Context: an optimization exercise on an open-source flow, tuned for small area, a short achievable clock period and few clock cycles. The choices shown serve that exercise and are no tape-out recipe. No run shown here included a check of the RTL's function; only the layout flow was run. Power figures rest on the tool's default switching activity, not on a simulated workload.

===== design/flow/config.mk =====
export PLATFORM = sky130hd
export DESIGN_NAME = sprite_renderer
export DESIGN_NICKNAME = sprite_renderer
export VERILOG_FILES = /design/flow/design.v
export SDC_FILE = /design/flow/constraint.sdc
export NUM_CORES = 4
export LEC_CHECK = 0
export CAP_MARGIN = 20
export CORE_MARGIN = 2
export CORE_UTILIZATION = 40
export PLACE_DENSITY = 0.6
export SLEW_MARGIN = 20

===== design/flow/constraint.sdc =====
create_clock -name core_clock -period 8.0 [get_ports {clk}]
set_input_delay 1.6000 -clock core_clock [delete_from_list [all_inputs] [get_ports {clk}]]
set_output_delay 1.6000 -clock core_clock [all_outputs]
set_load 0.01 [all_outputs]

===== design/flow/design.v =====
module sprite_renderer (
    input  wire        clk,
    input  wire        rst,
    input  wire [15:0] cfg_tile_mult,
    input  wire [16:0] cfg_tile_len,     
    input  wire [1:0]  cfg_pal_cnt,      
    input  wire [15:0] cfg_nent0,        
    input  wire [15:0] cfg_nent1,        
    input  wire        cfg_debug,
    input  wire        pal_we,
    input  wire        pal_slot,
    input  wire [3:0]  pal_idx,
    input  wire [15:0] pal_wdata,
    input  wire        start,
    input  wire [15:0] attr0,
    input  wire [15:0] attr1,
    input  wire [15:0] attr2,
    output wire        ready,
    output reg         tile_req,
    output reg  [13:0] tile_addr,
    input  wire        tile_gnt,
    input  wire [31:0] tile_rdata,
    output reg         pix_valid,
    output reg  [5:0]  pix_x,
    output reg  [5:0]  pix_y,
    output wire [31:0] pix_rgba,
    output reg         done,
    output wire [6:0]  spr_w,
    output wire [6:0]  spr_h,
    output reg         ev_tile_oor,
    output reg         ev_pidx_oor,
    output reg         ev_pnum_oor
);
    function [2:0] c8lo;
        input [4:0] c;
        begin
            case (c)
                5'd0,  5'd1,  5'd2,  5'd3,  5'd4:           c8lo = 3'd0;
                5'd5,  5'd6,  5'd7,  5'd8:                  c8lo = 3'd1;
                5'd9,  5'd10, 5'd11, 5'd12, 5'd13:          c8lo = 3'd2;
                5'd14, 5'd15, 5'd16, 5'd17:                 c8lo = 3'd3;
                5'd18, 5'd19, 5'd20, 5'd21, 5'd22:          c8lo = 3'd4;
                5'd23, 5'd24, 5'd25, 5'd26:                 c8lo = 3'd5;
                5'd27, 5'd28, 5'd29, 5'd30:                 c8lo = 3'd6;
                default:                                    c8lo = 3'd7;
            endcase
        end
    endfunction
    function [3:0] w_oh;
        input [1:0] shape;
        input [1:0] size;
        begin
            case ({shape, size})
                4'b00_00: w_oh = 4'b0001;  4'b00_01: w_oh = 4'b0010;
                4'b00_10: w_oh = 4'b0100;  4'b00_11: w_oh = 4'b1000;
                4'b01_00: w_oh = 4'b0010;  4'b01_01: w_oh = 4'b0100;
                4'b01_10: w_oh = 4'b0100;  4'b01_11: w_oh = 4'b1000;
                4'b10_00: w_oh = 4'b0001;  4'b10_01: w_oh = 4'b0001;
                4'b10_10: w_oh = 4'b0010;  4'b10_11: w_oh = 4'b0100;
                default:  w_oh = 4'b0001;
            endcase
        end
    endfunction
    function [3:0] h_oh;
        input [1:0] shape;
        input [1:0] size;
        begin
            case ({shape, size})
                4'b00_00: h_oh = 4'b0001;  4'b00_01: h_oh = 4'b0010;
                4'b00_10: h_oh = 4'b0100;  4'b00_11: h_oh = 4'b1000;
                4'b01_00: h_oh = 4'b0001;  4'b01_01: h_oh = 4'b0001;
                4'b01_10: h_oh = 4'b0010;  4'b01_11: h_oh = 4'b0100;
                4'b10_00: h_oh = 4'b0010;  4'b10_01: h_oh = 4'b0100;
                4'b10_10: h_oh = 4'b0100;  4'b10_11: h_oh = 4'b1000;
                default:  h_oh = 4'b0001;
            endcase
        end
    endfunction
    reg [14:0] pal0 [0:15];
    reg [14:0] pal1 [0:15];
    always @(posedge clk) begin
        if (pal_we) begin
            if (pal_slot)
                pal1[pal_idx] <= pal_wdata[14:0];
            else
                pal0[pal_idx] <= pal_wdata[14:0];
        end
    end
    reg st_idle, st_mul, st_sub, st_lim, st_run;
    assign ready = st_idle;
    wire accept = st_idle & start;
    reg [3:0]  wsel, hsel;       
    reg        hf, vf;
    reg        slot;
    reg [10:0] tsh;              
    wire [1:0] a_shape   = attr0[15:14];
    wire [1:0] a_size    = attr1[15:14];
    wire [3:0] a_pnum    = attr2[15:12];
    wire       a_pnum_ok = ({2'b00, a_pnum} < {4'b0000, cfg_pal_cnt});
    assign spr_w = {wsel, 3'b000};
    assign spr_h = {hsel, 3'b000};
    always @(posedge clk) begin
        if (st_idle) begin
            wsel        <= w_oh(a_shape, a_size);
            hsel        <= h_oh(a_shape, a_size);
            hf          <= ~attr0[8] & attr1[12];
            vf          <= ~attr0[8] & attr1[13];
            slot        <= a_pnum_ok & a_pnum[0];
            ev_pnum_oor <= ~a_pnum_ok;
        end
    end
    reg [10:0] mult_r;
    reg        mult_big;
    reg [11:0] tcnt_r;
    reg        dbg_r;
    reg        nbig_r;
    reg [3:0]  nlo_r;
    always @(posedge clk) begin
        mult_r   <= cfg_tile_mult[10:0];
        mult_big <= |cfg_tile_mult[15:11];
        tcnt_r   <= cfg_tile_len[16:5];
        dbg_r    <= cfg_debug;
        nbig_r   <= slot ? |cfg_nent1[15:4] : |cfg_nent0[15:4];
        nlo_r    <= slot ? cfg_nent1[3:0] : cfg_nent0[3:0];
    end
    reg [10:0] acc;
    reg        ovf;
    wire [12:0] acc_sum = {1'b0, acc, 1'b0} + ((tsh[10]) ? {2'b00, mult_r} : 13'd0);
    wire        mul_last = (tsh[9:0] == 10'b1000000000);
    always @(posedge clk) begin
        if (st_idle) begin
            tsh <= {attr2[9:0], 1'b1};
            acc <= 11'd0;
            ovf <= 1'b0;
        end else if (st_mul) begin
            tsh <= {tsh[9:0], 1'b0};
            acc <= acc_sum[10:0];
            ovf <= ovf | (|acc_sum[12:11]) | (tsh[10] & mult_big);
        end
    end
    wire [12:0] dif  = {1'b0, tcnt_r} - {1'b0, ovf, acc};
    reg  [6:0]  dsat;
    always @(posedge clk) begin
        if (st_sub)
            dsat <= dif[12] ? 7'd0 : ((|dif[11:7]) ? 7'd127 : dif[6:0]);
    end
    wire [1:0] wlog = {wsel[3] | wsel[2], wsel[3] | wsel[1]};
    wire [1:0] hlog = {hsel[3] | hsel[2], hsel[3] | hsel[1]};
    wire [2:0] clog = {1'b0, wlog} + {1'b0, hlog};
    wire [6:0] ncells = 7'd1 << clog;
    wire       dsat_lt = (dsat < ncells);
    reg [31:0] w0, w1;
    reg [7:0]  m0, m1;
    reg        f0, f1;           
    reg        wp, rp;           
    reg        arr;              
    reg [7:0] in_draw, in_oor;
    integer k, j, i;
    always @(*) begin
        for (k = 0; k < 8; k = k + 1) begin
            in_draw[k] = ((|tile_rdata[4*k +: 4]) | dbg_r) &
                         (nbig_r | (tile_rdata[4*k +: 4] < nlo_r));
            in_oor[k]  = ((|tile_rdata[4*k +: 4]) | dbg_r) &
                         ~(nbig_r | (tile_rdata[4*k +: 4] < nlo_r));
        end
    end
    wire [31:0] aw = rp ? w1 : w0;
    wire [7:0]  am = rp ? m1 : m0;
    wire        af = rp ? f1 : f0;
    reg  [7:0] lower;                                    
    always @(*) begin
        lower[0] = 1'b0;
        for (j = 1; j < 8; j = j + 1)
            lower[j] = lower[j-1] | am[j-1];
    end
    wire [7:0] oh    = am & ~lower;
    wire [7:0] rem   = am & lower;
    wire       fin   = af & ~(|rem);
    wire       emit  = af & (|am);
    reg [3:0] sel_v;
    always @(*) begin
        sel_v = 4'd0;
        for (i = 0; i < 8; i = i + 1)
            sel_v = sel_v | ({4{oh[i]}} & aw[4*i +: 4]);
    end
    wire [2:0] sel_px = {oh[4] | oh[5] | oh[6] | oh[7],
                         oh[2] | oh[3] | oh[6] | oh[7],
                         oh[1] | oh[3] | oh[5] | oh[7]};
    reg [2:0] tx, ty, py;
    wire [2:0] twm1 = {wsel[3], wsel[3] | wsel[2], wsel[3] | wsel[2] | wsel[1]};
    reg [6:0] cells_left;
    wire      acc_gnt = tile_req & tile_gnt;
    wire f0_n = (f0 & ~(fin & ~rp)) | (arr & ~wp);
    wire f1_n = (f1 & ~(fin &  rp)) | (arr &  wp);
    wire occ0 = ~f0_n & ~f1_n;               
    wire occ1 = ~(f0_n & f1_n);              
    wire want_acc   = st_lim | (|cells_left[6:1]) |
                      (cells_left[0] & ~(&tile_addr[2:0]));
    wire want_noacc = st_lim ? (|dsat) : (|cells_left);
    always @(posedge clk) begin
        if (rst) begin
            st_idle  <= 1'b1;
            st_mul   <= 1'b0;
            st_sub   <= 1'b0;
            st_lim   <= 1'b0;
            st_run   <= 1'b0;
            tile_req <= 1'b0;
            f0 <= 1'b0; f1 <= 1'b0;
            wp <= 1'b0; rp <= 1'b0;
            arr      <= 1'b0;
            done     <= 1'b0;
        end else begin
            done <= 1'b0;
            arr  <= acc_gnt;
            if (accept) begin
                st_idle <= 1'b0;
                st_mul  <= 1'b1;
            end
            if (st_mul & mul_last) begin
                st_mul <= 1'b0;
                st_sub <= 1'b1;
            end
            if (st_sub) begin
                st_sub   <= 1'b0;
                st_lim   <= 1'b1;
                tile_req <= ~dif[12] & (|dif[11:0]);
            end
            if (st_lim) begin
                st_lim <= 1'b0;
                st_run <= 1'b1;
            end
            if (st_lim | st_run) begin
                if (acc_gnt)
                    tile_req <= want_acc & occ0;
                else
                    tile_req <= want_noacc & occ1;
            end
            if (st_run & ~(|cells_left) & ~arr & ~f0 & ~f1) begin
                st_run  <= 1'b0;
                st_idle <= 1'b1;
                done    <= 1'b1;
            end
            f0 <= f0_n;
            f1 <= f1_n;
            if (arr) wp <= ~wp;
            if (fin) rp <= ~rp;
        end
    end
    always @(posedge clk) begin
        if (st_sub)
            tile_addr <= {acc, 3'b000};
        else if (acc_gnt)
            tile_addr <= tile_addr + 14'd1;
        if (st_lim)
            cells_left <= dsat_lt ? dsat : ncells;
        else if (acc_gnt & (&tile_addr[2:0]))
            cells_left <= cells_left - 7'd1;
        if (st_idle)
            ev_tile_oor <= 1'b0;
        else if (st_lim)
            ev_tile_oor <= dsat_lt;
        if (st_idle)
            ev_pidx_oor <= 1'b0;
        else if (arr & (|in_oor))
            ev_pidx_oor <= 1'b1;
        if (arr & ~wp) begin
            w0 <= tile_rdata;
            m0 <= in_draw;
        end else if (af & ~rp) begin
            m0 <= rem;
        end
        if (arr & wp) begin
            w1 <= tile_rdata;
            m1 <= in_draw;
        end else if (af & rp) begin
            m1 <= rem;
        end
        if (st_idle) begin
            tx <= 3'd0; ty <= 3'd0; py <= 3'd0;
        end else if (fin) begin
            py <= py + 3'd1;
            if (&py) begin
                if (tx == twm1) begin
                    tx <= 3'd0;
                    ty <= ty + 3'd1;
                end else begin
                    tx <= tx + 3'd1;
                end
            end
        end
    end
    reg        p1v;
    reg [3:0]  p1n;
    reg [5:0]  p1x, p1y;
    reg [23:0] rgb;
    assign pix_rgba = {8'hFF, rgb};
    wire [5:0] xm = {6{hf}} & {wsel[3], wsel[3] | wsel[2], wsel[3] | wsel[2] | wsel[1], 3'b111};
    wire [5:0] ym = {6{vf}} & {hsel[3], hsel[3] | hsel[2], hsel[3] | hsel[2] | hsel[1], 3'b111};
    wire [14:0] pe = slot ? pal1[p1n] : pal0[p1n];
    always @(posedge clk) begin
        if (rst) begin
            p1v       <= 1'b0;
            pix_valid <= 1'b0;
        end else begin
            p1v       <= emit;
            pix_valid <= p1v;
        end
        p1n   <= sel_v;
        p1x   <= {tx, sel_px};
        p1y   <= {ty, py};
        pix_x <= p1x ^ xm;
        pix_y <= p1y ^ ym;
        rgb   <= {pe[14:10], c8lo(pe[14:10]),
                  pe[9:5],   c8lo(pe[9:5]),
                  pe[4:0],   c8lo(pe[4:0])};
    end
endmodule

===== design/flow/run.sh =====
#!/bin/bash
# synth_recipe.tcl (not shown) runs the flow's synth.tcl, then flattens the netlist and writes it again
# the make line also repeats each setting of config.mk as NAME=value (left out here)
make -C /OpenROAD-flow-scripts/flow DESIGN_CONFIG=/design/flow/config.mk WORK_HOME=/design/flow/orfs CLKGATE_MAP_FILE= SYNTH_SCRIPT=/design/flow/synth_recipe.tcl finish

==> flow_summary_export.csv, run 1 <==
group,metric,value,unit
outcome,outcome,"finished clean",
grt,grt_pass1_vias,17400,
final_layout,multi_input_area,8840,sq um
clock_tree,clock_path_buffers,3,
power,peakVddDrop,0.162,mV
power,p_leak,12.2,nW
clock_tree,clk_latency,630,ps
final_layout,final_cell_area,35900,sq um
setup_path,cp-start-kind,"flip-flop",
final_layout,regArea,20700,sq um
synthesis,synth_seq_cells,730,
clock_tree,holdBufCountCts,0,
place,routabilityCongestion,0.858,
final_layout,fill_cells,6260,
grt,antenna_found_initial,3,
synthesis,ys.flop_type,"edfxtp_1",
place,io_buffers,205,
timing,setup_viol,0,
clock_tree,clk_pin_slew,60,ps
final_layout,nets,2383,
grt,track_usage,0.180,
synthesis,yosysTopAreaCellShare,0.603,
grt,use_met3,0.0315,
die,rows,100,
place,dp_hpwl,45100,microns
grt,met1_usage,0.242,
drt,drc_errors,0,
synthesis,yosysMostFrequentCell,"edfxtp_1",
clock_tree,cts.sinks,730,
grt,gr-usage-met2,0.300,
synthesis,avgSynthCellArea,16.0,sq um
die,die-area,77700,sq um
drt,vias,17200,
die,die_x,279,microns
timing,fin_crit_sh,0.485,
drt,ant_nets,0,
place,place_area,33400,sq um
power,p_sw_frac,0.212,
clock_tree,tritoncts,"yes",
setup_path,critPathSlowestCell,"dfxtp_4",
power,total_power,0.00825,W
clock_tree,h-tree-depth,3,
final_layout,antenna-diode-count,0,
synthesis,syn_area,30200,sq um
power,seqPwrFrac,0.510,
drt,drt_iter0_drc,1410,
grt,grt.overflow.total,0,
timing,tightest_slew,1080,ps
setup_path,crit_arrival,4410,ps
grt,top_usage_layer,"met2",
die,start_util,0.405,
power,internal_power,0.00650,W
power,p_clk_frac,0.438,
die,coreArea,74600,sq um
drt,drt-pass1-iter-count,5,
drt,wirelength,70300,microns
setup_path,crit_fanout,63,
setup_path,crit_chain,"buf_12 > mux4_1 > a22o_1 > a221oi_1 > o32ai_1 > inv_1 > a21o_1 > nand2_1 > a22oi_1",
synthesis,synth_edf_count,607,
setup_path,slowest_delay,700,ps
synthesis,synth_top_area_cell,"edfxtp_1",
synthesis,async_flop_share,0,
power,switching_power,0.00175,W
drt,via_per_inst,5.41,
die,die-height,279,microns
timing,final.setup_skew,28.7,ps
synthesis,ys_types,78,
timing,max_freq,258,MHz
setup_path,critPathCaptureType,"flip-flop",
clock_tree,cts_buffers,80,
run,max_cap_violations,0,
timing,slew_violations,0,
grt,grt_max_degree,66,
synthesis,syn_inst,1884,
clock_tree,cts_setup_buffers,0,
drt,post_drt_wl_per_cell,22.1,microns
synthesis,yosys_warnings,1,
final_layout,drive_above_1_share,0.154,
final_layout,syn2layout_area_growth,18.8,%
setup_path,path_class,"flip-flop to flip-flop",
power,p_per_area,230,nW/um^2
timing,hold_viol,0,
synthesis,netlist_top_cells_area,"edfxtp_1 (60%), mux4_2 (8.8%), dfxtp_1 (8.2%)",
min_path,hold_class,"flip-flop to flip-flop",
die,pin_count,253,
grt,grt_pass1_wl,106000,microns
power,p_comb_frac,0.052,
clock_tree,cts-root-buf,"clkbuf_16",
timing,rsz0062_at_grt,"no",
timing,slew_headroom,0.276,
timing,period_minus_slack,3880,ps
timing,tns,0,ps
synthesis,seq_area_frac_synth,0.685,
clock_tree,cts_resized,0,
synthesis,netlist_top_cells_count,"edfxtp_1 (607), nor2_1 (138), dfxtp_1 (123)",
setup_path,cp.required,8530,ps
==> power by group through the flow <==
stage	clock [W]	sequential (W)	combinational, W
after floorplan	0	0.00429	0.000212
after global placement	0	0.00429	0.000420
after detailed placement	0	0.00429	0.000434
after CTS	0.00370	0.00421	0.000436
after global routing	0.00384	0.00421	0.000472
final	0.00361	0.00421	0.000430
==> sequential cells by signal (all words and copies together), names as in the netlist, 12 cells and up, named ones only <==
signal	count
w0	32
pal1	240
pal0	240
rgb	24
tcnt_r	12
w1	32
tile_addr	14
==> metal layers <==
layer	vias to the layer above	share of wire
met5	-	0
met4	0	0.019
met3	99	0.060
met2	534	0.49
met1	8689	0.43
li1	7868	-
==> through the flow <==
step           hold WS [ps]  utilization  setup slack (ps)  instances
2_1_floorplan           349            -              4460       1896
3_3_place_gp            357        0.448              3990       3029
3_5_place_dp            363        0.448              3930       3029
4_1_cts                 371        0.482              4090       3176
5_1_grt                 380        0.481              3880       3176
6_report                367        0.481              4120       3176
==> worst paths after layout <==
check | start | to | slack (ps) | cells after the start
setup / recovery | flip-flop | rgb[8] | 4120 | 9
hold / removal | ty[2] | p1y[5] | 370 | 0
setup reg to reg | flip-flop | rgb[8] | 4120 | 9
hold reg to reg | ty[2] | p1y[5] | 370 | 0
==> area by class of cell <==
class                      count  share of cell area
clock buffer                 105              0.0609
clock inverter                42              0.0113
inverter                      56             0.00586
multi-input combinational   1024               0.246
sequential                   730               0.577
tap                          969              0.0338
timing repair buffer         250              0.0653
==> cell usage in the layout (no fill, tap or decap), drive strengths merged, types with 4 or more instances in the layout <==
cell	n
and2	15
clkbuf	105
mux2	20
o31ai	4
a21oi	68
a31oi	5
a211oi	18
buf	59
nand2	106
xor2	23
nand3b	7
nor2b	24
a221oi	9
conb	14
nor4	13
edfxtp	607
xnor2	21
bufinv	6
nor2	138
o22ai	22
or2	8
dfxtp	123
mux2i	38
or3	4
a222oi	8
mux4	131
nor3b	13
nor3	36
nand2b	23
clkdlybuf4s50	191
o21ai	61
ha	64
or4	14
nand3	29
clkinv	29
a22o	16
inv	61
a21o	21
nand4	9
==> logic make-up after synthesis <==
| family | Yosys count | synth area share |
|---|---|---|
| xor gates and xnor gates | 44 | 0.0128 |
| muxes | 189 | 0.120 |
| AOI/OAI and AO/OA | 262 | 0.0571 |
| and+or+nand+nor | 447 | 0.0720 |
| other | 2 | 0.000249 |
| DFF | 730 | 0.685 |
| adders and majority gates | 68 | 0.0288 |
| buffers and inverters | 142 | 0.0240 |
==> critical path, delay by kind of cell (launching register included) <==
kind | cells | cell delay, ps
AO/OA/AOI/OAI | 5 | 1600
buffers and inverters | 2 | 630
flip-flops | 1 | 700
multiplexers | 1 | 670
AND/OR/NAND/NOR | 1 | 50
==> run 2, diff against run 1 <==
--- a/design/flow/design.v
+++ b/design/flow/design.v
@@ -92,7 +92,6 @@
     reg [3:0]  wsel, hsel;       
     reg        hf, vf;
     reg        slot;
-    reg [10:0] tsh;              
     wire [1:0] a_shape   = attr0[15:14];
     wire [1:0] a_size    = attr1[15:14];
     wire [3:0] a_pnum    = attr2[15:12];
@@ -109,33 +108,38 @@
             ev_pnum_oor <= ~a_pnum_ok;
         end
     end
-    reg [10:0] mult_r;
-    reg        mult_big;
     reg [11:0] tcnt_r;
     reg        dbg_r;
     reg        nbig_r;
     reg [3:0]  nlo_r;
     always @(posedge clk) begin
-        mult_r   <= cfg_tile_mult[10:0];
-        mult_big <= |cfg_tile_mult[15:11];
         tcnt_r   <= cfg_tile_len[16:5];
         dbg_r    <= cfg_debug;
         nbig_r   <= slot ? |cfg_nent1[15:4] : |cfg_nent0[15:4];
         nlo_r    <= slot ? cfg_nent1[3:0] : cfg_nent0[3:0];
     end
+    reg [15:0] ms;               
+    reg [10:0] ts;               
+    reg        tbig;             
     reg [10:0] acc;
     reg        ovf;
-    wire [12:0] acc_sum = {1'b0, acc, 1'b0} + ((tsh[10]) ? {2'b00, mult_r} : 13'd0);
-    wire        mul_last = (tsh[9:0] == 10'b1000000000);
+    wire [11:0] acc_sum  = {1'b0, acc} + {1'b0, ts};
+    wire        mul_last = ~(|ms[15:1]);
     always @(posedge clk) begin
         if (st_idle) begin
-            tsh <= {attr2[9:0], 1'b1};
-            acc <= 11'd0;
-            ovf <= 1'b0;
+            ms   <= cfg_tile_mult;
+            ts   <= {1'b0, attr2[9:0]};
+            tbig <= 1'b0;
+            acc  <= 11'd0;
+            ovf  <= 1'b0;
         end else if (st_mul) begin
-            tsh <= {tsh[9:0], 1'b0};
-            acc <= acc_sum[10:0];
-            ovf <= ovf | (|acc_sum[12:11]) | (tsh[10] & mult_big);
+            ms   <= {1'b0, ms[15:1]};
+            ts   <= {ts[9:0], 1'b0};
+            tbig <= tbig | ts[10];
+            if (ms[0]) begin
+                acc <= acc_sum[10:0];
+                ovf <= ovf | acc_sum[11] | tbig;
+            end
         end
     end
     wire [12:0] dif  = {1'b0, tcnt_r} - {1'b0, ovf, acc};
==> run 2 against run 1 <==
Critical path type unchanged. Global-route usage rose by 0.071 points. Critical endpoint is now cells_left[6]. Synthesized area rose by 1.2%. Worst hold slack got worse by 9.2 ps. Combinational power rose by 6.0%. Sequential share of layout area rose by 0.098 points. Flip-flop and latch count rose by 5. Final area rose by 1.1%. Setup slack got worse by 180 ps. Die area rose by 1.1%. Synthesized cell count rose by 0.53%. Register-to-register slack got worse by 180 ps. Critical path depth rose by 2.
==> flow_summary_export.csv, run 2 <==
group,metric,value,unit
place,io_buffers,205,
synthesis,netlist_top_cells_area,"edfxtp_1 (61%), mux4_2 (9.7%), dfxtp_1 (7.3%)",
clock_tree,h-tree-depth,3,
setup_path,crit_family,"compound AO/OA/AOI/OAI gates",
power,p_leak,12.2,nW
die,start_util,0.403,
final_layout,post-route-util,0.479,
synthesis,async_flop_share,0,
die,pin_count,253,
timing,max_freq,246,MHz
drt,via_per_inst,5.43,
timing,rsz0062_at_grt,"no",
setup_path,cp-startpoint,"wsel[3]",
die,die-area,78600,sq um
synthesis,syn_inst,1894,
grt,antenna_found_initial,0,
timing,slew_headroom,0.316,
setup_path,slowest_delay,770,ps
synthesis,yosys_warnings,1,
timing,fin_crit_sh,0.508,
grt,track_usage,0.181,
die,coreArea,75800,sq um
final_layout,drive_above_1_share,0.172,
die,rows,101,
setup_path,cp.required,8390,ps
clock_tree,cts-root-buf,"clkbuf_16",
drt,drt-pass1-iter-count,7,
timing,slew_violations,0,
final_layout,final_cell_area,36300,sq um
drt,drc_errors,0,
grt,grt.overflow.total,0,
setup_path,critPathCaptureType,"flip-flop",
clock_tree,holdBufCountCts,0,
timing,final.setup_skew,48.9,ps
final_layout,antenna-diode-count,0,
place,dp_hpwl,46300,microns
final_layout,syn2layout_area_growth,18.8,%
timing,setup_viol,0,
timing,hold_viol,0,
final_layout,nets,2390,
setup_path,cp-start-kind,"flip-flop",
grt,grt_pass1_wl,107000,microns
setup_path,crit_chain,"or2_2 > ha_1 > fa_1 > or3b_2 > ha_1 > o21a_1 > o21a_1 > o21ai_0 > a21oi_1 > nand3_1 > o311a_1",
timing,tns,0,ps
drt,ant_nets,0,
clock_tree,clk_latency,640,ps
place,place_area,33700,sq um
die,die-height,280,microns
timing,tightest_slew,1020,ps
clock_tree,cts_setup_buffers,0,
drt,wirelength,70800,microns
synthesis,yosysTopAreaCellShare,0.612,
clock_tree,tritoncts,"yes",
timing,period_minus_slack,4060,ps
setup_path,crit_arrival,4450,ps
outcome,outcome,"finished clean",
clock_tree,clock_path_buffers,3,
clock_tree,cts_buffers,81,
run,max_cap_violations,0,
place,routabilityCongestion,0.867,
die,die_x,280,microns
drt,vias,17300,
drt,post_drt_wl_per_cell,22.2,microns
grt,grt_pass1_vias,17600,
clock_tree,clk_pin_slew,60,ps
synthesis,seq_area_frac_synth,0.686,
final_layout,layout.cells.most_common_list,"edfxtp_1 (623), clkdlybuf4s50_1 (192), mux4_2 (132)",
setup_path,crit_fanout,15,
synthesis,ys_types,76,
synthesis,yosysMostFrequentCell,"edfxtp_1",
power,peakVddDrop,0.172,mV
drt,drt_iter0_drc,1563,
final_layout,largestRegisters,"pal0 (240), pal1 (240)",
synthesis,ys.flop_type,"edfxtp_1",
synthesis,synth_seq_cells,735,
setup_path,path_class,"flip-flop to flip-flop",
synthesis,syn_area,30600,sq um
timing,hold_slack,358,ps
min_path,holdCritStartpoint,"ty[0]",
setup_path,r2r-start,"wsel[3]",
clock_tree,cts.sinks,735,
min_path,hold_class,"flip-flop to flip-flop",
clock_tree,cts_resized,0,
setup_path,critPathSlowestCell,"a21oi_1",
power,p_per_area,231,nW/um^2
final_layout,final_common_cell,"edfxtp_1",
setup_path,crit_buf_inv,0,
synthesis,netlist_top_cells_count,"edfxtp_1 (623), mux4_2 (132), nor2_1 (130)",
synthesis,synth_edf_count,623,
synthesis,synth_top_area_cell,"edfxtp_1",
synthesis,avgSynthCellArea,16.1,sq um
grt,grt_max_degree,71,
-- run 2: area by class of cell --
type / count / area [sq um]
Clock inverter: 43 / 474
Sequential cell: 735 / 21000
Timing Repair Buffer: 248 / 2320
Multi-Input combinational cell: 1030 / 8980
Tap cell: 978 / 1220
Inverter: 52 / 195
Fill cell: 6446 / 39500
Clock buffer: 107 / 2130
-- run 2: layer usage --
metal	up-vias	track usage	share of wire
li1	7948	-	-
met1	8790	0.243	0.43
met2	495	0.299	0.49
met3	111	0.0331	0.057
met4	0	0.0540	0.024
met5	-	0	0
-- run 2: logic make-up (layout without fill, tap and decap cells) --
group           Yosys count  count (layout)  synth area share
compound gates          268             268            0.0566
fa+ha+maj                69              69            0.0289
flops                   735             735             0.686
simple gates            421             421            0.0675
xor+xnor                 41              41            0.0118
mux                     217             217             0.127
other cells               2              14          0.000246
buf+inv                 141             450            0.0220
-- run 2: per-stage QoR --
| step | setup slack (ps) | instances | power (W) |
|---|---|---|---|
| 2_1_floorplan | 4420 | 1906 | 0.00457 |
| 3_3_place_gp | 3700 | 3043 | 0.00479 |
| 3_5_place_dp | 3690 | 3043 | 0.00481 |
| 4_1_cts | 3980 | 3193 | 0.00847 |
| 5_1_grt | 3660 | 3193 | 0.00866 |
| 6_report | 3940 | 3193 | 0.00837 |
-- run 2: final timing paths --
| path | endpoint | slack [ps] | cells past startpoint |
|---|---|---|---|
| worst max register to register | cells_left[6] | 3940 | 11 |
| worst min register to register | p1y[3] | 360 | 0 |
| worst max-delay path | cells_left[6] | 3940 | 11 |
| worst min-delay path | p1y[3] | 360 | 0 |
-- run 2: report_power, final --
part	switching [W]	leakage, nW	internal, W
logic	0.000250	4.33	0.000205
registers	0.0000345	6.60	0.00423
clock network	0.00152	1.27	0.00213
==> run 3, diff against run 2 <==
--- a/design/flow/config.mk
+++ b/design/flow/config.mk
@@ -5,8 +5,10 @@
 export SDC_FILE = /design/flow/constraint.sdc
 export NUM_CORES = 4
 export LEC_CHECK = 0
+export ABC_CLOCK_PERIOD_IN_PS = 3000
 export CAP_MARGIN = 20
 export CORE_MARGIN = 2
 export CORE_UTILIZATION = 40
 export PLACE_DENSITY = 0.6
+export SETUP_SLACK_MARGIN = 5
 export SLEW_MARGIN = 20
==> run 3 against run 2 <==
Maximum frequency is 27% higher. Critical path depth increased by 1. Non-clock buffer count increased by 43. Count of clock-buffer cells in the layout up 2. Sequential share of layout area is 1.6 points lower. Final area is 2.8% higher. Flip-flop and latch count unchanged. Routed wire length increased by 3.3%. Combinational power is 13% higher. Still clean on timing, DRC and antenna. Global-route usage rose by 0.47 points. Final cell count rose by 1.3%. Largest power group unchanged.
==> flow_summary_export.csv, run 3 <==
group,metric,value,unit
clock_tree,cts.sinks,735,
synthesis,yosysMostFrequentCell,"edfxtp_1",
drt,via_per_inst,5.49,
synthesis,synth_top_area_cell,"edfxtp_1",
grt,track_usage,0.185,
synthesis,ys_types,76,
final_layout,final_cell_area,37300,sq um
place,place_area,33800,sq um
drt,drt-pass1-iter-count,7,
timing,slew_headroom,0.312,
setup_path,reg2reg_depth,12,
outcome,outcome,"finished clean",
synthesis,synthAdderAreaFrac,0.0289,
synthesis,netlist_top_cells_count,"edfxtp_1 (623), mux4_2 (132), nor2_1 (130)",
synthesis,syn_area,30600,sq um
timing,rsz0062_at_grt,"yes",
clock_tree,tritoncts,"yes",
grt,grt_pass1_vias,18100,
drt,drt_iter0_drc,1317,
synthesis,synth_seq_cells,735,
synthesis,synth_edf_count,623,
die,die-height,280,microns
run,max_cap_violations,0,
final_layout,nets,2433,
clock_tree,clk_latency,630,ps
synthesis,yosysTopAreaCellShare,0.612,
die,die_x,280,microns
synthesis,syn_inst,1894,
synthesis,yosys.area_share.simple,0.0675,
final_layout,fill_cells,6391,
clock_tree,clk_pin_slew,60,ps
min_path,hold_end,"p1y[5]",
synthesis,netlist_top_cells_area,"edfxtp_1 (61%), mux4_2 (9.7%), dfxtp_1 (7.3%)",
setup_path,rrSetupSlack,4790,ps
timing,period_minus_slack,3210,ps
die,die-area,78600,sq um
clock_tree,h-tree-depth,3,
grt,grt_pass1_wl,110000,microns
min_path,holdCritStartpoint,"ty[2]",
synthesis,synth_xor_area_frac,0.0118,
die,coreArea,75800,sq um
drt,ant_nets,0,
synthesis,synthMuxAreaShare,0.127,
setup_path,path_class,"flip-flop to flip-flop",
clock_tree,cts_buffers,80,
synthesis,async_flop_share,0,
setup_path,critPathSlowestCell,"fa_2",
grt,grt_max_degree,70,
setup_path,reg2reg_to,"cells_left[3]",
final_layout,syn2layout_area_growth,22.1,%
place,routabilityCongestion,0.840,
power,p_per_area,228,nW/um^2
setup_path,cp.required,8340,ps
final_layout,final_common_cell,"edfxtp_1",
power,p_leak,12.7,nW
timing,max_freq,311,MHz
place,numPlacedInstances,3032,
synthesis,avgSynthCellArea,16.1,sq um
min_path,hold_depth,0,
synthesis,synth_compound_area_frac,0.0566,
timing,tightest_slew,1030,ps
drt,vias,17800,
place,io_buffers,205,
final_layout,finalNonFillerCells,3236,
timing,hold_viol,0,
setup_path,crit_chain,"or2_4 > ha_4 > fa_2 > or3b_4 > ha_4 > o21a_1 > o21a_1 > o21ai_4 > a21oi_4 > buf_12 > nor3_2 > a311oi_1",
die,rows,101,
grt,antenna_found_initial,2,
synthesis,synth_top_family_by_area,"multiplexers",
final_layout,largestRegisters,"pal0 (240), pal1 (240)",
power,peakVddDrop,0.201,mV
setup_path,slowest_delay,450,ps
grt,grt.overflow.total,0,
clock_tree,clock_path_buffers,3,
die,start_util,0.403,
die,pin_count,253,
place,dp_hpwl,46700,microns
synthesis,yosys_warnings,1,
final_layout,drive_above_1_share,0.234,
timing,setup_viol,0,
drt,wirelength,73100,microns
timing,fin_crit_sh,0.401,
synthesis,seq_area_frac_synth,0.686,
clock_tree,cts-root-buf,"clkbuf_16",
min_path,hold_class,"flip-flop to flip-flop",
final_layout,layout.cells.most_common_list,"edfxtp_1 (623), mux4_2 (132), clkdlybuf4s50_1 (106)",
setup_path,r2r-start,"hsel[1]",
setup_path,crit_arrival,3550,ps
timing,slew_violations,0,
final_layout,antenna-diode-count,0,
setup_path,cp-start-kind,"flip-flop",
setup_path,critPathCaptureType,"flip-flop",
synthesis,ys.flop_type,"edfxtp_1",
timing,final.setup_skew,30.9,ps
timing,tns,0,ps
drt,post_drt_wl_per_cell,22.6,microns
setup_path,crit_fanout,7,
drt,drc_errors,0,
-- run 3: logic make-up (layout without fill, tap and decap cells) --
kind of cell             Yosys count  after routing
flip-flops                       735            735
AND/OR/NAND/NOR                  421            421
AO/OA/AOI/OAI                    268            269
multiplexers                     217            217
buffers and inverters            141            492
adder cells (fa/ha/maj)           69             69
XOR/XNOR                          41             41
other                              2             14
-- run 3: layout make-up --
cell class | instances | area (sq um) | share of cell area
clock buffer | 109 | 2270 | 0.0607
tap | 978 | 1220 | 0.0328
multi-input combinational | 1031 | 9470 | 0.254
clock inverter | 40 | 440 | 0.0118
sequential | 735 | 21000 | 0.562
inverter | 52 | 195 | 0.00523
timing repair buffer | 291 | 2760 | 0.0740
-- run 3: report_power, final --
part	internal, W	switching (W)
Combinational	0.000231	0.000283
Sequential	0.00423	0.0000348
Clock	0.00223	0.00151
Total	0.00669	0.00183
-- run 3: worst max-delay path by stage --
stage	startpoint	to
2_1_floorplan	wsel[3]	cells_left[6]
3_3_place_gp	tile_rdata[5]	ev_pidx_oor
3_5_place_dp	tile_rdata[5]	ev_pidx_oor
4_1_cts	hsel[1]	cells_left[6]
5_1_grt	hsel[1]	cells_left[3]
6_report	hsel[1]	cells_left[3]
-- run 3: critical path, delay by kind of cell, from the launching register on --
kind,cells,cell delay (ps)
fa+ha+maj,3,840
simple gates,3,840
buf+inv,1,160
flops,1,440
compound gates,5,640
-- run 3: stage by stage --
stage	utilization	hold slack, ps	total power [W]	setup WS [ps]
finish	0.492	369	0.00852	4790
global route	0.492	375	0.00880	4680
CTS	0.489	370	0.00858	4820
detailed placement	0.446	363	0.00482	3880
global placement	0.445	356	0.00480	3830
floorplan	-	349	0.00458	4800
-- run 3: repair_timing --
item                       in CTS  in global routing
setup buffers                  38                 16
gates cloned                    1                  0
hold buffers                    0                  0
pin swaps                      32                 12
setup endpoints to repair     338                293
resized for setup             179                 43
-- run 3: layer usage --
| metal | global-route usage | up-vias | part of all wire |
|---|---|---|---|
| li1 | - | 8028 | - |
| met1 | 0.244 | 9023 | 0.42 |
| met2 | 0.309 | 568 | 0.49 |
| met3 | 0.0366 | 136 | 0.059 |
| met4 | 0.0596 | 2 | 0.032 |
| met5 | 0 | - | 0.00018 |
==> run 4, diff against run 3 <==
--- a/design/flow/design.v
+++ b/design/flow/design.v
@@ -130,16 +130,17 @@
             ms   <= cfg_tile_mult;
             ts   <= {1'b0, attr2[9:0]};
             tbig <= 1'b0;
-            acc  <= 11'd0;
-            ovf  <= 1'b0;
-        end else if (st_mul) begin
+        end else begin
             ms   <= {1'b0, ms[15:1]};
             ts   <= {ts[9:0], 1'b0};
             tbig <= tbig | ts[10];
-            if (ms[0]) begin
-                acc <= acc_sum[10:0];
-                ovf <= ovf | acc_sum[11] | tbig;
-            end
+        end
+        if (st_idle) begin
+            acc  <= 11'd0;
+            ovf  <= 1'b0;
+        end else if (ms[0]) begin
+            acc <= acc_sum[10:0];
+            ovf <= ovf | acc_sum[11] | tbig;
         end
     end
     wire [12:0] dif  = {1'b0, tcnt_r} - {1'b0, ovf, acc};
@@ -151,8 +152,11 @@
     wire [1:0] wlog = {wsel[3] | wsel[2], wsel[3] | wsel[1]};
     wire [1:0] hlog = {hsel[3] | hsel[2], hsel[3] | hsel[1]};
     wire [2:0] clog = {1'b0, wlog} + {1'b0, hlog};
-    wire [6:0] ncells = 7'd1 << clog;
-    wire       dsat_lt = (dsat < ncells);
+    reg  [6:0] hm;
+    always @(posedge clk)
+        hm <= 7'b1111111 << clog;
+    wire [6:0] ncells  = hm & ~{hm[5:0], 1'b0};
+    wire       dsat_lt = ~(|(dsat & hm));
     reg [31:0] w0, w1;
     reg [7:0]  m0, m1;
     reg        f0, f1;           
@@ -191,6 +195,7 @@
                          oh[2] | oh[3] | oh[6] | oh[7],
                          oh[1] | oh[3] | oh[5] | oh[7]};
     reg [2:0] tx, ty, py;
+    reg       fin_d;
     wire [2:0] twm1 = {wsel[3], wsel[3] | wsel[2], wsel[3] | wsel[2] | wsel[1]};
     reg [6:0] cells_left;
     wire      acc_gnt = tile_req & tile_gnt;
@@ -281,7 +286,7 @@
         end
         if (st_idle) begin
             tx <= 3'd0; ty <= 3'd0; py <= 3'd0;
-        end else if (fin) begin
+        end else if (fin_d) begin
             py <= py + 3'd1;
             if (&py) begin
                 if (tx == twm1) begin
@@ -295,7 +300,7 @@
     end
     reg        p1v;
     reg [3:0]  p1n;
-    reg [5:0]  p1x, p1y;
+    reg [2:0]  p1x;
     reg [23:0] rgb;
     assign pix_rgba = {8'hFF, rgb};
     wire [5:0] xm = {6{hf}} & {wsel[3], wsel[3] | wsel[2], wsel[3] | wsel[2] | wsel[1], 3'b111};
@@ -305,15 +310,16 @@
         if (rst) begin
             p1v       <= 1'b0;
             pix_valid <= 1'b0;
+            fin_d     <= 1'b0;
         end else begin
             p1v       <= emit;
+            fin_d     <= fin;
             pix_valid <= p1v;
         end
         p1n   <= sel_v;
-        p1x   <= {tx, sel_px};
-        p1y   <= {ty, py};
-        pix_x <= p1x ^ xm;
-        pix_y <= p1y ^ ym;
+        p1x   <= sel_px;
+        pix_x <= {tx, p1x} ^ xm;
+        pix_y <= {ty, py} ^ ym;
         rgb   <= {pe[14:10], c8lo(pe[14:10]),
                   pe[9:5],   c8lo(pe[9:5]),
                   pe[4:0],   c8lo(pe[4:0])};
==> run 4 against run 3 <==
Core utilization fell by 0.55 points. Die area down 1.8%. Setup slack gained 190 ps. Sequential share of layout area is 1.0 points higher. Clock skew is essentially flat. Maximum frequency grew 6.2%. Critical path type is now input pin to flip-flop. Largest cell class unchanged.
==> flow_summary_export.csv, run 4 <==
group,metric,value,unit
grt,grt.overflow.total,0,
final_layout,largestRegisters,"pal0 (240), pal1 (240)",
power,p_comb_frac,0.058,
grt,track_usage,0.182,
final_layout,nets,2333,
synthesis,synth_compound_area_frac,0.0527,
synthesis,synthMuxAreaShare,0.133,
min_path,hold_end,"pix_x[0]",
power,p_leak,12.7,nW
clock_tree,cts-root-buf,"clkbuf_16",
timing,setup_viol,0,
drt,via_per_inst,5.37,
die,die-height,278,microns
drt,vias,16800,
min_path,hold_class,"flip-flop to flip-flop",
clock_tree,clk_latency,630,ps
timing,hold_slack,428,ps
final_layout,layout.cells.most_common_list,"edfxtp_1 (597), dfxtp_1 (130), mux4_2 (129)",
final_layout,final_common_cell,"edfxtp_1",
timing,hold_viol,0,
synthesis,ys_types,77,
synthesis,seq_area_frac_synth,0.689,
final_layout,drive_above_1_share,0.205,
power,switching_power,0.00181,W
min_path,holdCritStartpoint,"p1x[0]",
place,place_ws,3800,ps
place,io_buffers,205,
clock_tree,clk_pin_slew,60,ps
min_path,hold_depth,1,
grt,grt_max_degree,67,
die,coreArea,74300,sq um
synthesis,syn_inst,1820,
setup_path,critPathCaptureType,"flip-flop",
synthesis,async_flop_share,0,
clock_tree,tritoncts,"yes",
setup_path,reg2reg_depth,9,
timing,period_minus_slack,3020,ps
synthesis,synth_seq_cells,734,
die,pin_count,253,
clock_tree,h-tree-depth,3,
grt,antenna_found_initial,2,
setup_path,crit_fanout,4,
synthesis,synth_top_family_by_area,"multiplexers",
die,start_util,0.404,
place,dp_hpwl,44800,microns
power,seqPwrFrac,0.511,
timing,fin_crit_sh,0.378,
synthesis,syn_area,30000,sq um
power,p_clk_frac,0.431,
timing,slew_violations,0,
power,p_sw_frac,0.218,
clock_tree,holdBufCountCts,0,
synthesis,yosysTopAreaCellShare,0.597,
die,die-area,77200,sq um
die,die_x,278,microns
setup_path,cp-start-kind,"input pin",
setup_path,rrSetupSlack,5170,ps
final_layout,post-route-util,0.487,
synthesis,netlist_top_cells_count,"edfxtp_1 (597), dfxtp_1 (137), mux4_2 (129)",
place,routabilityCongestion,0.833,
synthesis,ys.flop_type,"edfxtp_1",
synthesis,synth_xor_area_frac,0.0131,
setup_path,cp.required,8510,ps
clock_tree,clock_path_buffers,3,
timing,tns,0,ps
die,rows,100,
run,max_cap_violations,0,
clock_tree,cts.sinks,734,
timing,final.setup_skew,30.8,ps
final_layout,syn2layout_area_growth,20.5,%
timing,slew_headroom,0.327,
drt,ant_nets,0,
final_layout,final_cell_area,36200,sq um
outcome,outcome,"finished clean",
drt,post_drt_wl_per_cell,22.6,microns
synthesis,netlist_top_cells_area,"edfxtp_1 (60%), mux4_2 (9.7%), dfxtp_1 (9.1%)",
synthesis,yosys_warnings,1,
power,internal_power,0.00651,W
synthesis,avgSynthCellArea,16.5,sq um
synthesis,yosys.area_share.simple,0.0630,
drt,drc_errors,0,
synthesis,synth_edf_count,597,
timing,rsz0062_at_grt,"yes",
clock_tree,cts_buffers,77,
synthesis,synth_top_area_cell,"edfxtp_1",
setup_path,crit_arrival,3530,ps
synthesis,yosysMostFrequentCell,"edfxtp_1",
power,peakVddDrop,0.133,mV
setup_path,reg2reg_to,"rgb[16]",
grt,grt_pass1_wl,106000,microns
place,place_area,33200,sq um
drt,wirelength,70700,microns
timing,finalWorstSetupSlack,4980,ps
synthesis,synthAdderAreaFrac,0.0269,
grt,grt_pass1_vias,17100,
timing,tightest_slew,1010,ps
power,p_per_area,230,nW/um^2
drt,drt-pass1-iter-count,5,
setup_path,path_class,"input pin to flip-flop",
drt,drt_iter0_drc,1284,
final_layout,fill_cells,6267,
timing,max_freq,331,MHz
run 4: changes by cell type after synthesis, sizes merged, moves of 6 or more:
cell,before,now
a21oi,76,60
nor2b,24,32
a31oi,10,4
nor3,45,23
nand2,90,76
o21ai,54,42
ha,65,59
nor2,131,114
clkbuf,40,34
edfxtp,623,597
dfxtp,112,137
mux2i,33,42
run 4: per-layer routing:
metal	global-route usage	routed length [microns]	up-vias
li1	-	-	7688
met1	0.235	29600	8601
met2	0.314	35800	412
met3	0.0292	3500	111
met4	0.0586	1810	0
met5	0	0	-
run 4: layout make-up:
class,instances,area [sq um],area share
Antenna cell,1,2.50,0.0000692
Clock buffer,103,2130,0.0588
Clock inverter,38,413,0.0114
Inverter,51,195,0.00540
Multi-Input combinational cell,963,8920,0.246
Sequential cell,734,20700,0.572
Tap cell,969,1210,0.0335
Timing Repair Buffer,270,2630,0.0727
run 4: critical path, stage by stage:
cell and delay (ps):
dlygate4sd2_1 280, ha_1 300, a21o_1 150, a21o_1 180
a21oi_2 180, nor3_2 90, nor4_2 270, nand4_1 240
a22o_1 230
run 4: through the flow:
stage / power [W] / std cells
floorplan: 0.00459 / 1832
global placement: 0.00480 / 2957
detailed placement: 0.00482 / 2957
CTS: 0.00840 / 3113
global route: 0.00862 / 3129
finish: 0.00832 / 3129
run 4: timing repair:
| item | CTS | global route |
|---|---|---|
| setup endpoints to repair | 185 | 153 |
| cloned | 1 | 2 |
| setup buffers | 14 | 13 |
| resized for setup | 101 | 44 |
| pin swaps | 3 | 16 |
run 4: cell families after synthesis:
group                      count (synthesis)
AOI/OAI and AO/OA                        236
xor gates and xnor gates                  45
buffers and inverters                    135
other                                      2
and+or+nand+nor                          379
adders and majority gates                 63
DFF                                      734
muxes                                    226
run 4: power by group through the flow:
stage | clock (W) | sequential, W | combinational, W
after floorplan | 0 | 0.00432 | 0.000260
after global placement | 0 | 0.00433 | 0.000471
after detailed placement | 0 | 0.00434 | 0.000486
after CTS | 0.00367 | 0.00425 | 0.000486
after global routing | 0.00382 | 0.00426 | 0.000540
final | 0.00358 | 0.00425 | 0.000487
run 4: how the worst max path moves through the flow:
stage              startpoint           to  slack, ps  depth (start not counted)
2_1_floorplan      pal_idx[2]   pal0[2][0]       4880                          3
3_3_place_gp   tile_rdata[17]  ev_pidx_oor       3840                          9
3_5_place_dp   tile_rdata[17]  ev_pidx_oor       3800                          9
4_1_cts         tile_rdata[0]  ev_pidx_oor       4690                          7
5_1_grt        tile_rdata[17]  ev_pidx_oor       4910                          9
6_report       tile_rdata[17]  ev_pidx_oor       4980                          9
==> run 5, diff against run 4 <==
--- a/design/flow/design.v
+++ b/design/flow/design.v
@@ -163,6 +163,7 @@
     reg        wp, rp;           
     reg        arr;              
     reg [7:0] in_draw, in_oor;
+    reg [7:0] oor_r;
     integer k, j, i;
     always @(*) begin
         for (k = 0; k < 8; k = k + 1) begin
@@ -268,9 +269,10 @@
             ev_tile_oor <= 1'b0;
         else if (st_lim)
             ev_tile_oor <= dsat_lt;
+        oor_r <= arr ? in_oor : 8'd0;
         if (st_idle)
             ev_pidx_oor <= 1'b0;
-        else if (arr & (|in_oor))
+        else if (|oor_r)
             ev_pidx_oor <= 1'b1;
         if (arr & ~wp) begin
             w0 <= tile_rdata;
@@ -305,7 +307,15 @@
     assign pix_rgba = {8'hFF, rgb};
     wire [5:0] xm = {6{hf}} & {wsel[3], wsel[3] | wsel[2], wsel[3] | wsel[2] | wsel[1], 3'b111};
     wire [5:0] ym = {6{vf}} & {hsel[3], hsel[3] | hsel[2], hsel[3] | hsel[2] | hsel[1], 3'b111};
-    wire [14:0] pe = slot ? pal1[p1n] : pal0[p1n];
+    reg [14:0] pe;
+    integer q;
+    always @(*) begin
+        pe = 15'd0;
+        for (q = 0; q < 16; q = q + 1) begin
+            pe = pe | ({15{ slot & (p1n == q)}} & pal1[q])
+                    | ({15{~slot & (p1n == q)}} & pal0[q]);
+        end
+    end
     always @(posedge clk) begin
         if (rst) begin
             p1v       <= 1'b0;
--- a/design/flow/config.mk
+++ b/design/flow/config.mk
@@ -9,6 +9,8 @@
 export CAP_MARGIN = 20
 export CORE_MARGIN = 2
 export CORE_UTILIZATION = 40
+export CTS_CLUSTER_DIAMETER = 80
+export CTS_CLUSTER_SIZE = 24
 export PLACE_DENSITY = 0.6
 export SETUP_SLACK_MARGIN = 5
 export SLEW_MARGIN = 20
==> run 5 against run 4 <==
Synthesized cell count increased by 17%. Routed wire length increased by 27%. Synthesized area increased by 0.62%. Setup slack improved by 27 ps. Final cell count increased by 8.9%. Highest routed layer is now met5. Non-clock buffer count increased by 57. Sequential power about the same. Worst hold slack improved by 29 ps. Die area increased by 0.61%. Count of clock-buffer cells in the layout decreased by 45. Final area decreased by 0.28%. Via count increased by 19%.
==> flow_summary_export.csv, run 5 <==
group,metric,value,unit
synthesis,synth_top_area_cell,"edfxtp_1",
die,die_x,279,microns
setup_path,cp-start-kind,"input pin",
timing,max_freq,334,MHz
clock_tree,cts-root-buf,"clkbuf_16",
clock_tree,tritoncts,"yes",
drt,drc_errors,0,
clock_tree,clk_latency,620,ps
drt,vias,20000,
final_layout,final_cell_area,36100,sq um
drt,wirelength,89900,microns
grt,antenna_found_initial,4,
power,p_leak,12.9,nW
timing,period_minus_slack,2990,ps
min_path,hold_class,"flip-flop to flip-flop",
final_layout,final_common_cell,"edfxtp_1",
power,total_power,0.00730,W
timing,tightest_slew,1020,ps
setup_path,critPathCaptureType,"flip-flop",
die,die-area,77700,sq um
final_layout,drive_above_1_share,0.159,
grt,grt_pass1_vias,19700,
timing,hold_slack,457,ps
drt,via_per_inst,5.86,
outcome,outcome,"finished clean",
synthesis,netlist_top_cells_area,"edfxtp_1 (59%), dfxtp_1 (9.6%), a22oi_1 (2.8%)",
clock_tree,cts_buffers,43,
die,start_util,0.405,
timing,final.setup_skew,53.1,ps
synthesis,netlist_top_cells_count,"edfxtp_1 (597), dfxtp_1 (145), nor2_1 (139)",
setup_path,crit_arrival,3260,ps
synthesis,avgSynthCellArea,14.2,sq um
synthesis,seq_area_frac_synth,0.690,
die,coreArea,74600,sq um
timing,tns,0,ps
die,rows,100,
place,place_area,33700,sq um
clock_tree,clock_path_buffers,3,
power,p_per_area,202,nW/um^2
final_layout,post-route-util,0.484,
place,routabilityCongestion,0.830,
synthesis,synth_edf_count,597,
drt,drt-pass1-iter-count,6,
die,pin_count,253,
synthesis,syn_area,30200,sq um
final_layout,largestRegisters,"pal0 (240), pal1 (240)",
place,io_buffers,205,
clock_tree,h-tree-depth,2,
setup_path,path_class,"input pin to flip-flop",
grt,grt_max_degree,68,
grt,grt_pass1_wl,130000,microns
final_layout,syn2layout_area_growth,19.5,%
synthesis,ys.flop_type,"edfxtp_1",
grt,track_usage,0.227,
timing,slew_headroom,0.315,
synthesis,async_flop_share,0,
die,die-height,279,microns
synthesis,yosysTopAreaCellShare,0.594,
timing,hold_viol,0,
drt,drt_iter0_drc,2240,
drt,ant_nets,0,
final_layout,layout.cells.most_common_list,"edfxtp_1 (597), dfxtp_1 (136), clkdlybuf4s50_1 (125)",
place,dp_hpwl,56000,microns
run,max_cap_violations,0,
final_layout,nets,2638,
grt,grt.overflow.total,0,
timing,rsz0062_at_grt,"yes",
synthesis,yosysMostFrequentCell,"edfxtp_1",
setup_path,crit_fanout,11,
timing,setup_viol,0,
timing,slew_violations,0,
timing,fin_crit_sh,0.374,
setup_path,cp.required,8270,ps
synthesis,syn_inst,2122,
clock_tree,clk_pin_slew,90,ps
power,peakVddDrop,0.143,mV
synthesis,ys_types,92,
clock_tree,cts.sinks,742,
synthesis,yosys_warnings,1,
drt,post_drt_wl_per_cell,26.4,microns
synthesis,synth_seq_cells,742,
[run 5: cell count changes in the layout (fill, tap and decap cells not counted), moves of 17 or more]
cell / previous run / this run
mux2_2: 52 / 30
clkbuf_16: 80 / 46
a22oi_1: 6 / 113
a221oi_1: 4 / 33
o22ai_1: 38 / 15
clkinv_2: 19 / 2
mux4_2: 129 / 0
nand4_1: 8 / 34
a22o_1: 3 / 28
buf_4: 48 / 97
nor2_2: 2 / 31
nand2_1: 75 / 101
and3_1: 6 / 98
[run 5: stage by stage]
step	setup WS, ps	std cells
finish	5010	3407
detailed placement	3740	3266
global placement	3770	3265
CTS	4980	3394
global route	4940	3406
floorplan	4900	2134
[run 5: report_power, final]
part           total, W  switching (W)  internal [W]
Combinational  0.000528       0.000295      0.000233
Sequential      0.00428      0.0000450       0.00424
Clock           0.00249        0.00136       0.00113
[run 5: cell type report]
cell class | instances | area (sq um)
diodes | 3 | 7.51
multi-input cells | 1233 | 9260
fillers | 6414 | 38500
flip-flops and latches | 742 | 20900
inverters | 55 | 206
clock buffers | 58 | 1180
clock inverters | 20 | 253
repair buffers | 327 | 3100
well taps | 969 | 1210
[run 5: final timing paths]
path | startpoint | end | slack, ps | cells after the start
max | pal_slot | pal1[3][3] | 5010 | 4
min | p1x[1] | pix_x[1] | 460 | 1
max reg2reg | slot | rgb[10] | 5040 | 10
min reg2reg | p1x[1] | pix_x[1] | 460 | 1
[run 5: critical path: stages]
cell	delay, ps
clkdlybuf4s50_1	590
nand3_1	360
nor2_4	340
buf_4	350
[run 5: what timing repair did]
action | in CTS | in global routing
hold buffers | 0 | 0
buffers inserted | 50 | 8
pin swaps | 29 | 8
cloned | 0 | 1
resized for setup | 135 | 43
setup endpoints to repair | 540 | 119
[run 5: kinds of logic (layout without fill, tap and decap cells)]
kind of cell,count (synthesis),after routing,share of synthesized area
xor gates and xnor gates,46,46,0.0133
AOI/OAI and AO/OA,444,444,0.110
adders and majority gates,63,63,0.0268
muxes,67,67,0.0235
DFF,742,742,0.690
and+or+nand+nor,599,599,0.111
buffers and inverters,159,460,0.0257
other,2,17,0.000249
[run 5: metal layers]
metal	up-vias	track usage	wire length, microns
met5	-	0	26
met4	4	0.0800	3280
met2	946	0.378	43200
met3	151	0.0357	8060
met1	10100	0.302	35300
li1	8792	-	-
==> run 6, diff against run 5 <==
--- a/design/flow/config.mk
+++ b/design/flow/config.mk
@@ -9,8 +9,6 @@
 export CAP_MARGIN = 20
 export CORE_MARGIN = 2
 export CORE_UTILIZATION = 40
-export CTS_CLUSTER_DIAMETER = 80
-export CTS_CLUSTER_SIZE = 24
 export PLACE_DENSITY = 0.6
 export SETUP_SLACK_MARGIN = 5
 export SLEW_MARGIN = 20
==> run 6 against run 5 <==
Critical path depth did not move. Final area rose by 3.0%. Die area did not move. First-iteration DRC count up 1.7%. Synthesized cell count stayed put. Via count grew 1.2%. Sequential share of layout area is 1.7 points lower. Largest cell class unchanged. Final cell count increased by 1.8%. Critical path type unchanged. Still clean. Sequential power barely moved.
==> flow_summary_export.csv, run 6 <==
group,metric,value,unit
outcome,outcome,"finished clean",
power,p_comb_frac,0.061,
clock_tree,cts.sinks,742,
timing,tns,0,ps
timing,slew_headroom,0.306,
power,p_leak,13.5,nW
timing,tightest_slew,1040,ps
grt,grt.overflow.total,0,
synthesis,synth_edf_count,597,
setup_path,reg2reg_depth,9,
power,total_power,0.00854,W
synthesis,netlist_top_cells_area,"edfxtp_1 (59%), dfxtp_1 (9.6%), a22oi_1 (2.8%)",
drt,wirelength,90400,microns
synthesis,avgSynthCellArea,14.2,sq um
power,p_sw_frac,0.220,
timing,hold_slack,456,ps
timing,slew_violations,0,
synthesis,yosys_warnings,1,
power,internal_power,0.00667,W
clock_tree,clk_pin_slew,60,ps
power,p_per_area,230,nW/um^2
grt,track_usage,0.229,
timing,rsz0062_at_grt,"yes",
final_layout,nets,2668,
final_layout,final_common_cell,"edfxtp_1",
place,routabilityCongestion,0.830,
power,switching_power,0.00188,W
synthesis,syn_area,30200,sq um
timing,finalWorstSetupSlack,5010,ps
timing,final.setup_skew,33.6,ps
clock_tree,clock_path_buffers,3,
grt,grt_max_degree,68,
die,pin_count,253,
timing,hold_viol,0,
setup_path,cp.required,8290,ps
final_layout,layout.cells.most_common_list,"edfxtp_1 (597), dfxtp_1 (137), clkdlybuf4s50_1 (123)",
drt,ant_nets,0,
grt,grt_pass1_wl,131000,microns
synthesis,ys_types,92,
drt,post_drt_wl_per_cell,26.0,microns
synthesis,syn_inst,2122,
final_layout,drive_above_1_share,0.172,
grt,grt_pass1_vias,19900,
setup_path,crit_arrival,3280,ps
clock_tree,cts_buffers,80,
setup_path,path_class,"input pin to flip-flop",
timing,fin_crit_sh,0.374,
die,die-height,279,microns
grt,antenna_found_initial,3,
final_layout,regArea,20900,sq um
synthesis,yosysMostFrequentCell,"edfxtp_1",
clock_tree,clk_latency,630,ps
drt,drt_iter0_drc,2278,
drt,drc_errors,0,
drt,drt-pass1-iter-count,6,
die,start_util,0.405,
run,max_cap_violations,0,
die,coreArea,74600,sq um
power,seqPwrFrac,0.502,
place,io_buffers,205,
setup_path,crit_fanout,11,
synthesis,async_flop_share,0,
synthesis,synth_top_area_cell,"edfxtp_1",
synthesis,synth_seq_cells,742,
drt,via_per_inst,5.82,
clock_tree,h-tree-depth,3,
min_path,hold_depth,1,
timing,period_minus_slack,2990,ps
drt,vias,20200,
power,p_clk_frac,0.437,
setup_path,critPathCaptureType,"flip-flop",
timing,setup_viol,0,
final_layout,fill_cells,6318,
synthesis,ys.flop_type,"edfxtp_1",
timing,max_freq,334,MHz
final_layout,largestRegisters,"pal0 (240), pal1 (240)",
clock_tree,cts-root-buf,"clkbuf_16",
synthesis,seq_area_frac_synth,0.690,
clock_tree,tritoncts,"yes",
final_layout,final_cell_area,37200,sq um
die,die_x,279,microns
clock_tree,holdBufCountCts,0,
setup_path,cp-start-kind,"input pin",
place,place_area,33700,sq um
final_layout,multi_input_area,9220,sq um
die,rows,100,
final_layout,syn2layout_area_growth,23.0,%
synthesis,yosysTopAreaCellShare,0.594,
synthesis,netlist_top_cells_count,"edfxtp_1 (597), dfxtp_1 (145), nor2_1 (139)",
place,place_ws,3740,ps
min_path,hold_class,"flip-flop to flip-flop",
place,dp_hpwl,56000,microns
die,die-area,77700,sq um
power,peakVddDrop,0.201,mV
[run 6: cell types whose count changed in the layout (fill, tap and decap cells not counted), moves of 5 or more]
| cell | delta |
|---|---|
| bufinv_16 | +5 |
| clkbuf_1 | +7 |
| clkbuf_16 | +40 |
| clkinv_1 | +14 |
| clkinv_2 | +11 |
| nor2_4 | -5 |
[run 6: path summary, 6_finish.rpt]
kind / startpoint / end / slack (ps)
min: p1x[1] / pix_x[1] / 460
max: pal_slot / pal1[3][0] / 5010
max reg2reg: slot / rgb[10] / 5040
min reg2reg: p1x[1] / pix_x[1] / 460
[run 6: layout make-up]
| type | instances | area share |
|---|---|---|
| Clock inverter | 40 | 0.0106 |
| Antenna cell | 2 | 0.000135 |
| Sequential cell | 742 | 0.561 |
| Inverter | 55 | 0.00556 |
| Timing Repair Buffer | 320 | 0.0807 |
| Clock buffer | 109 | 0.0610 |
| Tap cell | 969 | 0.0326 |
| Multi-Input combinational cell | 1233 | 0.248 |
[run 6: metrics by stage]
stage	util	instances
2_1_floorplan	-	2134
3_3_place_gp	0.451	3265
3_5_place_dp	0.452	3266
4_1_cts	0.495	3461
5_1_grt	0.498	3469
6_report	0.498	3470
[run 6: power by group through the flow]
stage | Sequential (W) | Clock [W] | Combinational, W
4_1_cts | 0.00429 | 0.00378 | 0.000515
3_5_place_dp | 0.00438 | 0 | 0.000508
5_1_grt | 0.00430 | 0.00394 | 0.000570
6_report | 0.00429 | 0.00373 | 0.000524
3_3_place_gp | 0.00437 | 0 | 0.000495
2_1_floorplan | 0.00437 | 0 | 0.000277
[run 6: layer usage]
metal / vias up / GRT usage / wire length [microns]
met1: 10100 / 0.303 / 35800
met3: 173 / 0.0408 / 8210
met5: - / 0 / 26
met4: 4 / 0.0787 / 3040
met2: 993 / 0.379 / 43300
li1: 8918 / - / -
[run 6: timing repair]
action                     in CTS  in global routing
setup buffers                  46                  6
setup endpoints to repair     542                121
gates cloned                    0                  1
pin swaps                      29                  9
gates resized for setup       118                 47
[run 6: kinds of logic (layout without fill, tap and decap cells)]
family                     Yosys count  in the layout  synth area share
xor gates and xnor gates            46             46            0.0133
muxes                               67             67            0.0235
AOI/OAI and AO/OA                  444            444             0.110
DFF                                742            742             0.690
and+or+nand+nor                    599            599             0.111
adders and majority gates           63             63            0.0268
other                                2             16          0.000249
buffers and inverters              159            524            0.0257
[run 6: critical path, stage by stage]
cell             delay (ps)
clkdlybuf4s50_1         590
nand3_1                 350
nor2_4                  350
buf_4                   360
==> run 7, diff against run 6 <==
--- a/design/flow/config.mk
+++ b/design/flow/config.mk
@@ -5,10 +5,12 @@
 export SDC_FILE = /design/flow/constraint.sdc
 export NUM_CORES = 4
 export LEC_CHECK = 0
-export ABC_CLOCK_PERIOD_IN_PS = 3000
+export ABC_AREA = 1
 export CAP_MARGIN = 20
 export CORE_MARGIN = 2
 export CORE_UTILIZATION = 40
+export CTS_CLUSTER_DIAMETER = 80
+export CTS_CLUSTER_SIZE = 24
 export PLACE_DENSITY = 0.6
 export SETUP_SLACK_MARGIN = 5
 export SLEW_MARGIN = 20
==> run 7 against run 6 <==
Sequential share of layout area increased by 1.6 points. Clock power decreased by 39%. Combinational power decreased by 0.8%. First-iteration DRC count increased by 1.8%. Setup slack improved by 36 ps. Worst hold slack got worse by 35 ps. Global-route usage decreased by 0.19 points. Synthesized area increased by 2.1%. Sequential power about the same.
==> flow_summary_export.csv, run 7 <==
group,metric,value,unit
setup_path,critPathCaptureType,"flip-flop",
synthesis,synth_edf_count,597,
synthesis,yosys_warnings,1,
drt,drt-pass1-iter-count,6,
final_layout,final_cell_area,36100,sq um
synthesis,ys.flop_type,"edfxtp_1",
grt,track_usage,0.227,
drt,drt_iter0_drc,2320,
drt,post_drt_wl_per_cell,22.3,microns
die,rows,101,
power,p_leak,13.9,nW
final_layout,largestRegisters,"pal0 (240), pal1 (240)",
clock_tree,cts.sinks,742,
synthesis,synth_seq_cells,742,
clock_tree,clk_pin_slew,90,ps
drt,vias,21300,
timing,fin_crit_sh,0.370,
drt,wirelength,90700,microns
place,io_buffers,205,
synthesis,async_flop_share,0,
die,coreArea,76100,sq um
place,routabilityCongestion,0.896,
power,peakVddDrop,0.161,mV
setup_path,cp.required,8290,ps
timing,rsz0062_at_grt,"yes",
timing,tightest_slew,1030,ps
timing,max_freq,338,MHz
clock_tree,clock_path_buffers,3,
final_layout,fill_cells,6867,
synthesis,avgSynthCellArea,11.3,sq um
place,dp_hpwl,57900,microns
setup_path,cp-start-kind,"input pin",
final_layout,layout.cells.most_common_list,"nand2_1 (704), edfxtp_1 (597), inv_1 (273)",
grt,grt_max_degree,53,
final_layout,final_common_cell,"nand2_1",
timing,tns,0,ps
setup_path,path_class,"input pin to flip-flop",
final_layout,syn2layout_area_growth,17.1,%
timing,setup_viol,0,
die,die-height,282,microns
drt,drc_errors,0,
synthesis,syn_inst,2725,
final_layout,nets,3243,
min_path,hold_class,"flip-flop to flip-flop",
die,die_x,282,microns
die,die-area,79300,sq um
clock_tree,tritoncts,"yes",
run,max_cap_violations,0,
drt,via_per_inst,5.25,
synthesis,syn_area,30800,sq um
timing,hold_viol,0,
synthesis,yosysMostFrequentCell,"nand2_1",
synthesis,ys_types,61,
final_layout,finalNonFillerCells,4065,
outcome,outcome,"finished clean",
power,p_per_area,196,nW/um^2
grt,antenna_found_initial,0,
clock_tree,clk_latency,600,ps
timing,hold_slack,421,ps
final_layout,drive_above_1_share,0.0929,
timing,slew_headroom,0.314,
timing,period_minus_slack,2960,ps
die,pin_count,253,
synthesis,yosysTopAreaCellShare,0.582,
clock_tree,cts-root-buf,"clkbuf_16",
synthesis,netlist_top_cells_area,"edfxtp_1 (58%), dfxtp_1 (9.4%), nand2_1 (8.6%)",
place,place_area,34200,sq um
setup_path,crit_fanout,8,
grt,grt_pass1_wl,132000,microns
drt,ant_nets,0,
die,start_util,0.405,
grt,grt.overflow.total,0,
synthesis,seq_area_frac_synth,0.676,
grt,grt_pass1_vias,20800,
clock_tree,cts_buffers,40,
power,total_power,0.00707,W
setup_path,crit_arrival,3250,ps
clock_tree,h-tree-depth,2,
final_layout,antenna-diode-count,0,
timing,final.setup_skew,28.9,ps
synthesis,synth_top_area_cell,"edfxtp_1",
timing,slew_violations,0,
synthesis,netlist_top_cells_count,"nand2_1 (707), edfxtp_1 (597), inv_1 (277)",
place,numPlacedInstances,3948,
setup_path,rrSetupSlack,5110,ps
[run 7: changes by cell type in the layout (fill, tap and decap cells not counted), moves of 25 or more]
cell       delta
nand2_1     +603
a22oi_1      -99
o21ai_0      +55
mux2_2       -27
nor2_1       +97
inv_1       +221
and3_1       -96
clkbuf_16    -45
nand3_1      +35
o2111ai_1    +25
mux2i_1      -30
[run 7: final cells by class]
cell class / count / area [sq um] / area share
clock buffer: 56 / 1090 / 0.0303
clock inverter: 14 / 139 / 0.00385
inverter: 296 / 1140 / 0.0316
multi-input combinational: 1622 / 8660 / 0.240
sequential: 742 / 20800 / 0.578
tap: 1030 / 1290 / 0.0357
timing repair buffer: 304 / 2920 / 0.0810
timing repair inverter: 1 / 5.00 / 0.000139
[run 7: worst max-delay path: stages]
cell	delay, ps
clkdlybuf4s50_1	520
inv_1	60
nor2_1	240
nand2_1	180
nor2_4	330
buf_4	310
[run 7: cells by family after synthesis]
logic type	after synthesis	synth area share
compound gates	344	0.0727
xor+xnor	33	0.00938
fa+ha+maj	62	0.0259
buf+inv	373	0.0506
flops	742	0.676
mux	9	0.00304
other cells	2	0.000244
simple gates	1160	0.162
[run 7: layer usage]
metal	GRT usage	share of wire	routed length (microns)
met1	0.305	0.42	37800
met2	0.381	0.47	42800
met5	0	0	0
met3	0.0351	0.080	7220
met4	0.0652	0.031	2850
[run 7: final timing paths]
kind                            startpoint          to  cells after the start
worst min register to register         p1v   pix_valid                      2
worst max-delay path            pal_idx[1]  pal0[2][6]                      6
worst min-delay path                   p1v   pix_valid                      2
worst max register to register        slot      rgb[0]                     14
[run 7: what timing repair did]
| item | CTS | global route |
|---|---|---|
| gates cloned | 2 | 1 |
| setup endpoints to repair | 188 | 88 |
| resized for setup | 100 | 32 |
| hold buffers | 0 | 0 |
| pin swaps | 3 | 9 |
| setup buffers | 13 | 30 |
[run 7: through the flow]
step,worst slack [ps],utilization
after floorplan,4960,-
after global placement,3890,0.449
after detailed placement,3770,0.450
after CTS,4860,0.469
after global routing,4970,0.474
final,5040,0.474
[run 7: report_power, final]
part	internal, W	switching (W)	total, W	leakage, nW
Clock	0.000993	0.00128	0.00227	0.595
Combinational	0.000203	0.000317	0.000520	6.71
Sequential	0.00424	0.0000372	0.00428	6.61
Total	0.00544	0.00164	0.00707	13.9

Setup slack of run 7, layout unchanged: 5.042 ns with ideal ports, 5.014 ns with driving cells assumed (clock clkbuf_16, inputs buf_2), 4.425 ns with port delays also shifted by the 0.657 ns mid clock arrival.
